Background: an optimization exercise with open tools, aiming at small area, a short achievable clock period and few clock cycles per item. Do not read the settings as production practice.
RTL that was checked went through simulation tests only; none was proved equivalent to the original.

==> wip/umber: inputs <==
## takum_unit
module takum_unit (
    input  wire        clk,
    input  wire        rst,
    input  wire        req_valid,
    output wire        req_ready,
    input  wire [3:0]  op,
    input  wire [15:0] a,
    input  wire [15:0] b,
    input  wire [31:0] k,
    input  wire        f_s,
    input  wire        f_d,
    input  wire [2:0]  f_r,
    input  wire [6:0]  f_c,
    input  wire [10:0] f_m,
    input  wire        l_sign,
    input  wire [20:0] l_in,
    output reg         resp_valid,
    output wire [15:0] y,
    output wire [1:0]  cls,
    output wire        g_s,
    output wire        g_d,
    output wire [2:0]  g_r,
    output wire [2:0]  g_rv,
    output wire [5:0]  g_p,
    output wire [6:0]  g_c,
    output wire [10:0] g_m,
    output wire        l_sign_out,
    output wire [20:0] l_out
);
export LEC_CHECK = 0
export ABC_AREA = 1
export CAP_MARGIN = 20
export CORE_MARGIN = 2
export CORE_UTILIZATION = 40
export SLEW_MARGIN = 20
create_clock -name core_clock -period 90.0 [get_ports {clk}]
standard.sh (not shown) runs the stock make flow with config.mk's settings and CLKGATE_MAP_FILE= SYNTH_SCRIPT=/design/flow/synth_recipe.tcl, a recipe that flattens the netlist after the stock synthesis.
==> flow/flow/run.sh <==
#!/bin/bash
# The standard layout, with plain buffers (buf_1) on the ports instead of
# the delay cell buffer_ports picks by default.
set -euo pipefail
export BUFFER_PORTS_ARGS="-buffer_cell sky130_fd_sc_hd__buf_1"
bash standard.sh finish > standard.log 2>&1
==> wip/willow (differences from wip/umber) <==
--- a/flow/design.v
+++ b/flow/design.v
@@ -22,17 +22,17 @@
     output wire [2:0]  g_r,
     output wire [2:0]  g_rv,
     output wire [5:0]  g_p,
     output wire [6:0]  g_c,
     output wire [10:0] g_m,
     output wire        l_sign_out,
     output wire [20:0] l_out
 );
-    localparam [19:0] CUT = 20'b0010_0000_1000_0001_0000;
+    localparam [19:0] CUT = 20'b0100_0000_1000_0000_1000;
     localparam [3:0] OP_FDEC  = 4'b0000;
     localparam [3:0] OP_FENC  = 4'b0001;
     localparam [3:0] OP_TOL   = 4'b0010;
     localparam [3:0] OP_FROML = 4'b0011;
     localparam [3:0] OP_MUL   = 4'b1000;
     localparam [3:0] OP_DIV   = 4'b1001;
     localparam [3:0] OP_INV   = 4'b1010;
     localparam [3:0] OP_IPOW  = 4'b1011;
@@ -74,27 +74,30 @@
             end
             add21[21] = c;
         end
     endfunction
     assign req_ready = 1'b1;
     reg        v0;
     reg [3:0]  op0;
     reg [15:0] a0;
-    reg [31:0] x0;
-    wire [31:0] xin = op[3] ? ((op[2] | op[1]) ? k : {16'd0, b})
-                            : (op[1] ? {10'd0, l_sign, l_in} : {9'd0, f_s, f_d, f_r, f_c, f_m});
+    reg [22:0] x0;
+    wire [22:0] xin = op[3] ? ((op[2] | op[1]) ? {k[31], ~|k[30:20], &k[30:20], k[19:0]} : {7'd0, b})
+                            : (op[1] ? {1'b0, l_sign, l_in} : {f_s, f_d, f_r, f_c, f_m});
     always @(posedge clk) begin
         v0   <= ~rst & req_valid;
         op0  <= op;
         a0   <= a;
         x0   <= xin;
     end
     wire [15:0] b0   = x0[15:0];
-    wire [31:0] k0   = x0;
+    wire        k31  = x0[22];       
+    wire        kz   = x0[21];       
+    wire        ko   = x0[20];       
+    wire [19:0] klo  = x0[19:0];
     wire        fs0  = x0[22];
     wire        fd0  = x0[21];
     wire [2:0]  fr0  = x0[20:18];
     wire [6:0]  fc0  = x0[17:11];
     wire [10:0] fm0  = x0[10:0];
     wire        ls0  = x0[21];
     wire [20:0] lin0 = x0[20:0];
     function [19:0] lmag_of;
@@ -117,35 +120,35 @@
     wire        bn = b0[15] ~^ b0[14];
     wire a_zero = (a0 == 16'h0000);
     wire a_nar  = (a0 == 16'h8000);
     wire b_zero = (b0 == 16'h0000);
     wire b_nar  = (b0 == 16'h8000);
     wire a_neg  = a0[15] & ~a_nar;
     wire sa     = a0[15];
     wire sb     = b0[15];
-    wire k_zero = (k0 == 32'd0);
-    wire k_pos  = ~k0[31] & ~k_zero;
+    wire k_zero = ~k31 & kz & (klo == 20'd0);
+    wire k_pos  = ~k31 & ~k_zero;
     wire        msub = an ^ bn ^ op0[0];
     wire [21:0] mt   = add21({1'b0, am}, {1'b0, bm} ^ {21{msub}}, msub);
     wire        mneg = msub & mt[20];                    
     wire        movf = ~msub & (mt[19] | (&mt[18:11]));  
     wire        lovf = lin0[20] ? (~lin0[19] | ((lin0[18:12] == 7'd0) & (~lin0[11] | (lin0[10:0] == 11'd0))))
                                 : (lin0[19] | (&lin0[18:11]));
-    wire [21:0] kn   = inc21({1'b0, k0[19:0] ^ {20{k0[31]}}}, k0[31]);
-    wire        kbig = k0[31] ? ~((&k0[30:20]) & (k0[19:0] != 20'd0)) : (|k0[30:20]);
+    wire [21:0] kn   = inc21({1'b0, klo ^ {20{k31}}}, k31);
+    wire        kbig = k31 ? ~(ko & (klo != 20'd0)) : ~kz;
     wire [19:0] ksat = kbig ? 20'hFFFFF : kn[19:0];
     reg         povf;
     integer     i;
     always @(*) begin
         povf = 1'b0;
         for (i = 0; i < 20; i = i + 1)
             povf = povf | (ksat[i] & (|(am >> (19 - i))));
     end
-    wire [19:0] kdiv = (|k0[31:20]) ? 20'hFFFFF : k0[19:0];
+    wire [19:0] kdiv = (k31 | ~kz) ? 20'hFFFFF : klo;
     wire [2:0]  enc_r = fd0 ? fr0 : ~fr0;
     wire [3:0]  enc_p = 4'd11 - {1'b0, enc_r};
     wire [6:0]  enc_c = fc0 & ~(7'h7F << enc_r);
     wire [10:0] enc_m = fm0 & ~(11'h7FF << enc_p);
     wire [15:0] enc_w = {fs0, fd0, fr0, ({4'd0, enc_c} << enc_p) | enc_m};
     wire [1:0]  a_cls = a_nar ? 2'd2 : a_zero ? 2'd1 : 2'd0;
     localparam [19:0] ONE20 = 20'd1;
     localparam [19:0] NEG20 = 20'hFFFFF;
@@ -206,33 +209,33 @@
                 p_s    = sa;
                 p_n    = ~an;
                 p_sp   = (a_nar | a_zero) ? SP_NAR : SP_NONE;
             end
             OP_IPOW: begin           
                 p_mul  = 1'b1;
                 p_y    = am;
                 p_sr   = ksat;
-                p_s    = sa & k0[0];
-                p_n    = an ^ k0[31];
+                p_s    = sa & klo[0];
+                p_n    = an ^ k31;
                 p_ovf  = povf & (am != 20'd0);
                 p_sp   = a_nar ? SP_NAR : a_zero ? (k_pos ? SP_ZERO : SP_NAR) : SP_NONE;
             end
             OP_SQRT: begin
                 p_sr   = am;
                 p_n    = an;
                 p_sp   = (a_nar | a_neg) ? SP_NAR : a_zero ? SP_ZERO : SP_NONE;
             end
             OP_ROOT: begin
                 p_sr   = {am[18:0], 1'b0};
                 p_y    = kdiv;
                 p_s    = sa;
                 p_n    = an;
                 p_sp   = (a_nar | ~k_pos) ? SP_NAR : a_zero ? SP_ZERO :
-                         (a_neg & ~k0[0]) ? SP_NAR : SP_NONE;
+                         (a_neg & ~klo[0]) ? SP_NAR : SP_NONE;
             end
             default: begin
                 p_sp   = SP_ZERO;
             end
         endcase
         if (p_ovf && p_sp == SP_NONE) p_sp = p_n ? SP_ZERO : SP_MAX;
     end
     wire [19:0] acc_w [0:20];
CORE_UTILIZATION = 55   (was 40)
CTS_CLUSTER_DIAMETER = 80   (was unset)
CTS_CLUSTER_SIZE = 25   (was unset)
==> wip/garnet (differences from wip/umber) <==
--- a/flow/design.v
+++ b/flow/design.v
@@ -22,17 +22,17 @@
     output wire [2:0]  g_r,
     output wire [2:0]  g_rv,
     output wire [5:0]  g_p,
     output wire [6:0]  g_c,
     output wire [10:0] g_m,
     output wire        l_sign_out,
     output wire [20:0] l_out
 );
-    localparam [19:0] CUT = 20'b0010_0000_1000_0001_0000;
+    localparam [19:0] CUT = 20'b0100_0000_1000_0000_1000;
     localparam [3:0] OP_FDEC  = 4'b0000;
     localparam [3:0] OP_FENC  = 4'b0001;
     localparam [3:0] OP_TOL   = 4'b0010;
     localparam [3:0] OP_FROML = 4'b0011;
     localparam [3:0] OP_MUL   = 4'b1000;
     localparam [3:0] OP_DIV   = 4'b1001;
     localparam [3:0] OP_INV   = 4'b1010;
     localparam [3:0] OP_IPOW  = 4'b1011;
@@ -55,16 +55,33 @@
             c = ci;
             for (j = 0; j < 21; j = j + 1) begin
                 inc21[j] = x[j] ^ c;
                 c        = x[j] & c;
             end
             inc21[21] = c;
         end
     endfunction
+    function [21:0] pinc21;          
+        input [20:0] x;
+        input        ci;
+        reg   [20:0] p;
+        integer      l, j;
+        begin
+            p = x;
+            for (l = 0; l < 5; l = l + 1)
+                for (j = 0; j < 21; j = j + 1)
+                    if ((j >> l) & 1)
+                        p[j] = p[j] & p[((j >> l) << l) - 1];
+            pinc21[0] = x[0] ^ ci;
+            for (j = 1; j < 21; j = j + 1)
+                pinc21[j] = x[j] ^ (ci & p[j-1]);
+            pinc21[21] = ci & p[20];
+        end
+    endfunction
     function [21:0] add21;           
         input [20:0] x;
         input [20:0] y;
         input        ci;
         reg          c;
         integer      j;
         begin
             c = ci;
@@ -74,27 +91,30 @@
             end
             add21[21] = c;
         end
     endfunction
     assign req_ready = 1'b1;
     reg        v0;
     reg [3:0]  op0;
     reg [15:0] a0;
-    reg [31:0] x0;
-    wire [31:0] xin = op[3] ? ((op[2] | op[1]) ? k : {16'd0, b})
-                            : (op[1] ? {10'd0, l_sign, l_in} : {9'd0, f_s, f_d, f_r, f_c, f_m});
+    reg [22:0] x0;
+    wire [22:0] xin = op[3] ? ((op[2] | op[1]) ? {k[31], ~|k[30:20], &k[30:20], k[19:0]} : {7'd0, b})
+                            : (op[1] ? {1'b0, l_sign, l_in} : {f_s, f_d, f_r, f_c, f_m});
     always @(posedge clk) begin
         v0   <= ~rst & req_valid;
         op0  <= op;
         a0   <= a;
         x0   <= xin;
     end
     wire [15:0] b0   = x0[15:0];
-    wire [31:0] k0   = x0;
+    wire        k31  = x0[22];       
+    wire        kz   = x0[21];       
+    wire        ko   = x0[20];       
+    wire [19:0] klo  = x0[19:0];
     wire        fs0  = x0[22];
     wire        fd0  = x0[21];
     wire [2:0]  fr0  = x0[20:18];
     wire [6:0]  fc0  = x0[17:11];
     wire [10:0] fm0  = x0[10:0];
     wire        ls0  = x0[21];
     wire [20:0] lin0 = x0[20:0];
     function [19:0] lmag_of;
@@ -117,35 +137,35 @@
     wire        bn = b0[15] ~^ b0[14];
     wire a_zero = (a0 == 16'h0000);
     wire a_nar  = (a0 == 16'h8000);
     wire b_zero = (b0 == 16'h0000);
     wire b_nar  = (b0 == 16'h8000);
     wire a_neg  = a0[15] & ~a_nar;
     wire sa     = a0[15];
     wire sb     = b0[15];
-    wire k_zero = (k0 == 32'd0);
-    wire k_pos  = ~k0[31] & ~k_zero;
+    wire k_zero = ~k31 & kz & (klo == 20'd0);
+    wire k_pos  = ~k31 & ~k_zero;
     wire        msub = an ^ bn ^ op0[0];
-    wire [21:0] mt   = add21({1'b0, am}, {1'b0, bm} ^ {21{msub}}, msub);
+    wire [21:0] mt   = {1'b0, am} + ({1'b0, bm} ^ {21{msub}}) + msub;
     wire        mneg = msub & mt[20];                    
     wire        movf = ~msub & (mt[19] | (&mt[18:11]));  
     wire        lovf = lin0[20] ? (~lin0[19] | ((lin0[18:12] == 7'd0) & (~lin0[11] | (lin0[10:0] == 11'd0))))
                                 : (lin0[19] | (&lin0[18:11]));
-    wire [21:0] kn   = inc21({1'b0, k0[19:0] ^ {20{k0[31]}}}, k0[31]);
-    wire        kbig = k0[31] ? ~((&k0[30:20]) & (k0[19:0] != 20'd0)) : (|k0[30:20]);
+    wire [21:0] kn   = inc21({1'b0, klo ^ {20{k31}}}, k31);
+    wire        kbig = k31 ? ~(ko & (klo != 20'd0)) : ~kz;
     wire [19:0] ksat = kbig ? 20'hFFFFF : kn[19:0];
     reg         povf;
     integer     i;
     always @(*) begin
         povf = 1'b0;
         for (i = 0; i < 20; i = i + 1)
             povf = povf | (ksat[i] & (|(am >> (19 - i))));
     end
-    wire [19:0] kdiv = (|k0[31:20]) ? 20'hFFFFF : k0[19:0];
+    wire [19:0] kdiv = (k31 | ~kz) ? 20'hFFFFF : klo;
     wire [2:0]  enc_r = fd0 ? fr0 : ~fr0;
     wire [3:0]  enc_p = 4'd11 - {1'b0, enc_r};
     wire [6:0]  enc_c = fc0 & ~(7'h7F << enc_r);
     wire [10:0] enc_m = fm0 & ~(11'h7FF << enc_p);
     wire [15:0] enc_w = {fs0, fd0, fr0, ({4'd0, enc_c} << enc_p) | enc_m};
     wire [1:0]  a_cls = a_nar ? 2'd2 : a_zero ? 2'd1 : 2'd0;
     localparam [19:0] ONE20 = 20'd1;
     localparam [19:0] NEG20 = 20'hFFFFF;
@@ -206,33 +226,33 @@
                 p_s    = sa;
                 p_n    = ~an;
                 p_sp   = (a_nar | a_zero) ? SP_NAR : SP_NONE;
             end
             OP_IPOW: begin           
                 p_mul  = 1'b1;
                 p_y    = am;
                 p_sr   = ksat;
-                p_s    = sa & k0[0];
-                p_n    = an ^ k0[31];
+                p_s    = sa & klo[0];
+                p_n    = an ^ k31;
                 p_ovf  = povf & (am != 20'd0);
                 p_sp   = a_nar ? SP_NAR : a_zero ? (k_pos ? SP_ZERO : SP_NAR) : SP_NONE;
             end
             OP_SQRT: begin
                 p_sr   = am;
                 p_n    = an;
                 p_sp   = (a_nar | a_neg) ? SP_NAR : a_zero ? SP_ZERO : SP_NONE;
             end
             OP_ROOT: begin
                 p_sr   = {am[18:0], 1'b0};
                 p_y    = kdiv;
                 p_s    = sa;
                 p_n    = an;
                 p_sp   = (a_nar | ~k_pos) ? SP_NAR : a_zero ? SP_ZERO :
-                         (a_neg & ~k0[0]) ? SP_NAR : SP_NONE;
+                         (a_neg & ~klo[0]) ? SP_NAR : SP_NONE;
             end
             default: begin
                 p_sp   = SP_ZERO;
             end
         endcase
         if (p_ovf && p_sp == SP_NONE) p_sp = p_n ? SP_ZERO : SP_MAX;
     end
     wire [19:0] acc_w [0:20];
@@ -306,17 +326,17 @@
     wire        vf    = ctl_f[7];
     wire        mulf  = ctl_f[6];
     wire        sf    = ctl_f[5];
     wire        nf    = ctl_f[4];
     wire [1:0]  kindf = ctl_f[3:2];
     wire [1:0]  spf   = ctl_f[1:0];
     wire [20:0] mag  = mulf ? {acc_f, 1'b0} : {1'b0, sr_f};
     wire        stin = ~mulf & (|acc_f);
-    wire [21:0] uh   = inc21({13'd0, mag[19:12]}, 1'b1);       
+    wire [21:0] uh   = pinc21({13'd0, mag[19:12]}, 1'b1);       
     wire [7:0]  uhi  = uh[7:0];
     wire        sat  = mag[20] | uh[8];
     reg  [2:0]  rg;
     always @(*) begin
         casez (uhi)
             8'b1???????: rg = 3'd7;
             8'b01??????: rg = 3'd6;
             8'b001?????: rg = 3'd5;
@@ -334,17 +354,17 @@
     wire [7:0]  lmask = ~(8'hFF << rg);
     wire        stk   = (|(u[7:0] & lmask)) | stin;
     wire        rup   = rbit & (stk | mant[0]);
     wire [15:0] body  = {2'b01, rg, mant};
     wire        bmax  = &body[14:0];
     wire [15:0] bsel  = sat ? (nf ? 16'h0000 : 16'h7FFF) : (nf ? (body ^ 16'h8000) : body);
     wire        rsel  = ~sat & rup & (nf | ~bmax);
     wire        wneg  = sf ^ nf;
-    wire [21:0] wsum  = inc21({5'd0, bsel ^ {16{wneg}}}, rsel ^ wneg);
+    wire [21:0] wsum  = pinc21({5'd0, bsel ^ {16{wneg}}}, rsel ^ wneg);
     wire [15:0] w     = wsum[15:0];
     wire [15:0] yar   = (spf == SP_NAR)  ? 16'h8000 :
                         (spf == SP_ZERO) ? 16'h0000 :
                         (spf == SP_MAX)  ? {sf, {14{~sf}}, 1'b1} : w;
     wire [15:0] fa    = sr_f[15:0];
     wire [2:0]  dr    = fa[14] ? fa[13:11] : ~fa[13:11];
     wire [3:0]  dp    = 4'd11 - {1'b0, dr};
     wire [10:0] dc    = fa[10:0] >> dp;
==> flow/flow/run.sh (replaced) <==
#!/bin/bash
set -euo pipefail
export BUFFER_PORTS_ARGS="-buffer_cell sky130_fd_sc_hd__buf_1"
export SETUP_SLACK_MARGIN=71
bash standard.sh finish > standard.log 2>&1
CORE_UTILIZATION = 55   (was 40)
CTS_CLUSTER_DIAMETER = 80   (was unset)
CTS_CLUSTER_SIZE = 25   (was unset)
==> results.yml <==
status:
  status: "complete, no violations"
global_routing:
  met1_usage: 0.278
cells_and_area:
  multi_input_gates: 2830
  sh_seq_area: 0.201
yosys:
  synth.avg_cell_area_um2: 6.47
timing:
  rsz0062_at_grt: "false"
drt:
  dr_wl_met2_um: 35700
-- figures above: wip/umber

==> results.yml <==
clocking:
  clk_transition_reported_paths_ps: 80
global_routing:
  grt_first_pass_wirelength_um: 111000
status:
  status: "complete, no violations"
timing:
  final.setup.tns_ps: 0
yosys:
  synth.avg_cell_area_um2: 6.50
drt:
  dr_wl_met2_um: 33200
-- figures above: wip/willow

==> results.yml <==
global_routing:
  met1_usage: 0.406
timing:
  rsz0062_at_grt: "true"
drt:
  dr_wl_met2_um: 34600
yosys:
  synth.avg_cell_area_um2: 6.28
status:
  status: "complete, no violations"
cells_and_area:
  multi_input_gates: 2843
-- figures above: wip/garnet

Testbench counts of wip/umber, summed over its fixed seeds: cycles 24,040, items 24,000.
Testbench counts of wip/garnet, summed over its fixed seeds: cycles 24,040, items 24,000.
The RTL of wip/willow was laid out without a check of its function.

## afterwards: timing with drivers on the ports
No port has a modelled driver above. Below, the same layouts with a new extraction and two added sets of constraints. Step 1 (the two cells are an assumption about what drives the block):
set clk [get_ports {clk}]
set_driving_cell -lib_cell sky130_fd_sc_hd__clkbuf_16 $clk
set_driving_cell -lib_cell sky130_fd_sc_hd__buf_2 [delete_from_list [all_inputs] $clk]
Step 2 also shifts input and output timing later by t, the mid clock arrival at the registers, as if the neighbouring blocks saw the same clock. a / b / c = ideal ports / drivers / drivers and shift; a / b = the first two.
run | shift t [ns] | setup slack, ns | worst setup path at the end | worst data-port slew with drivers (ns)
wip/umber | 0.649 | 69.943 / 69.943 / 69.865 | input to register | 0.05
wip/willow | 0.586 | 68.588 / 68.588 / 68.588 | register to register | 0.04
wip/garnet | 0.581 | 70.961 / 70.903 / 70.537 | input to register | 0.05
After both steps every run listed still meets setup and hold. The setup slack of wip/garnet, which loses most, moves by -0.058 ns with the drivers and by -0.424 ns with both steps.
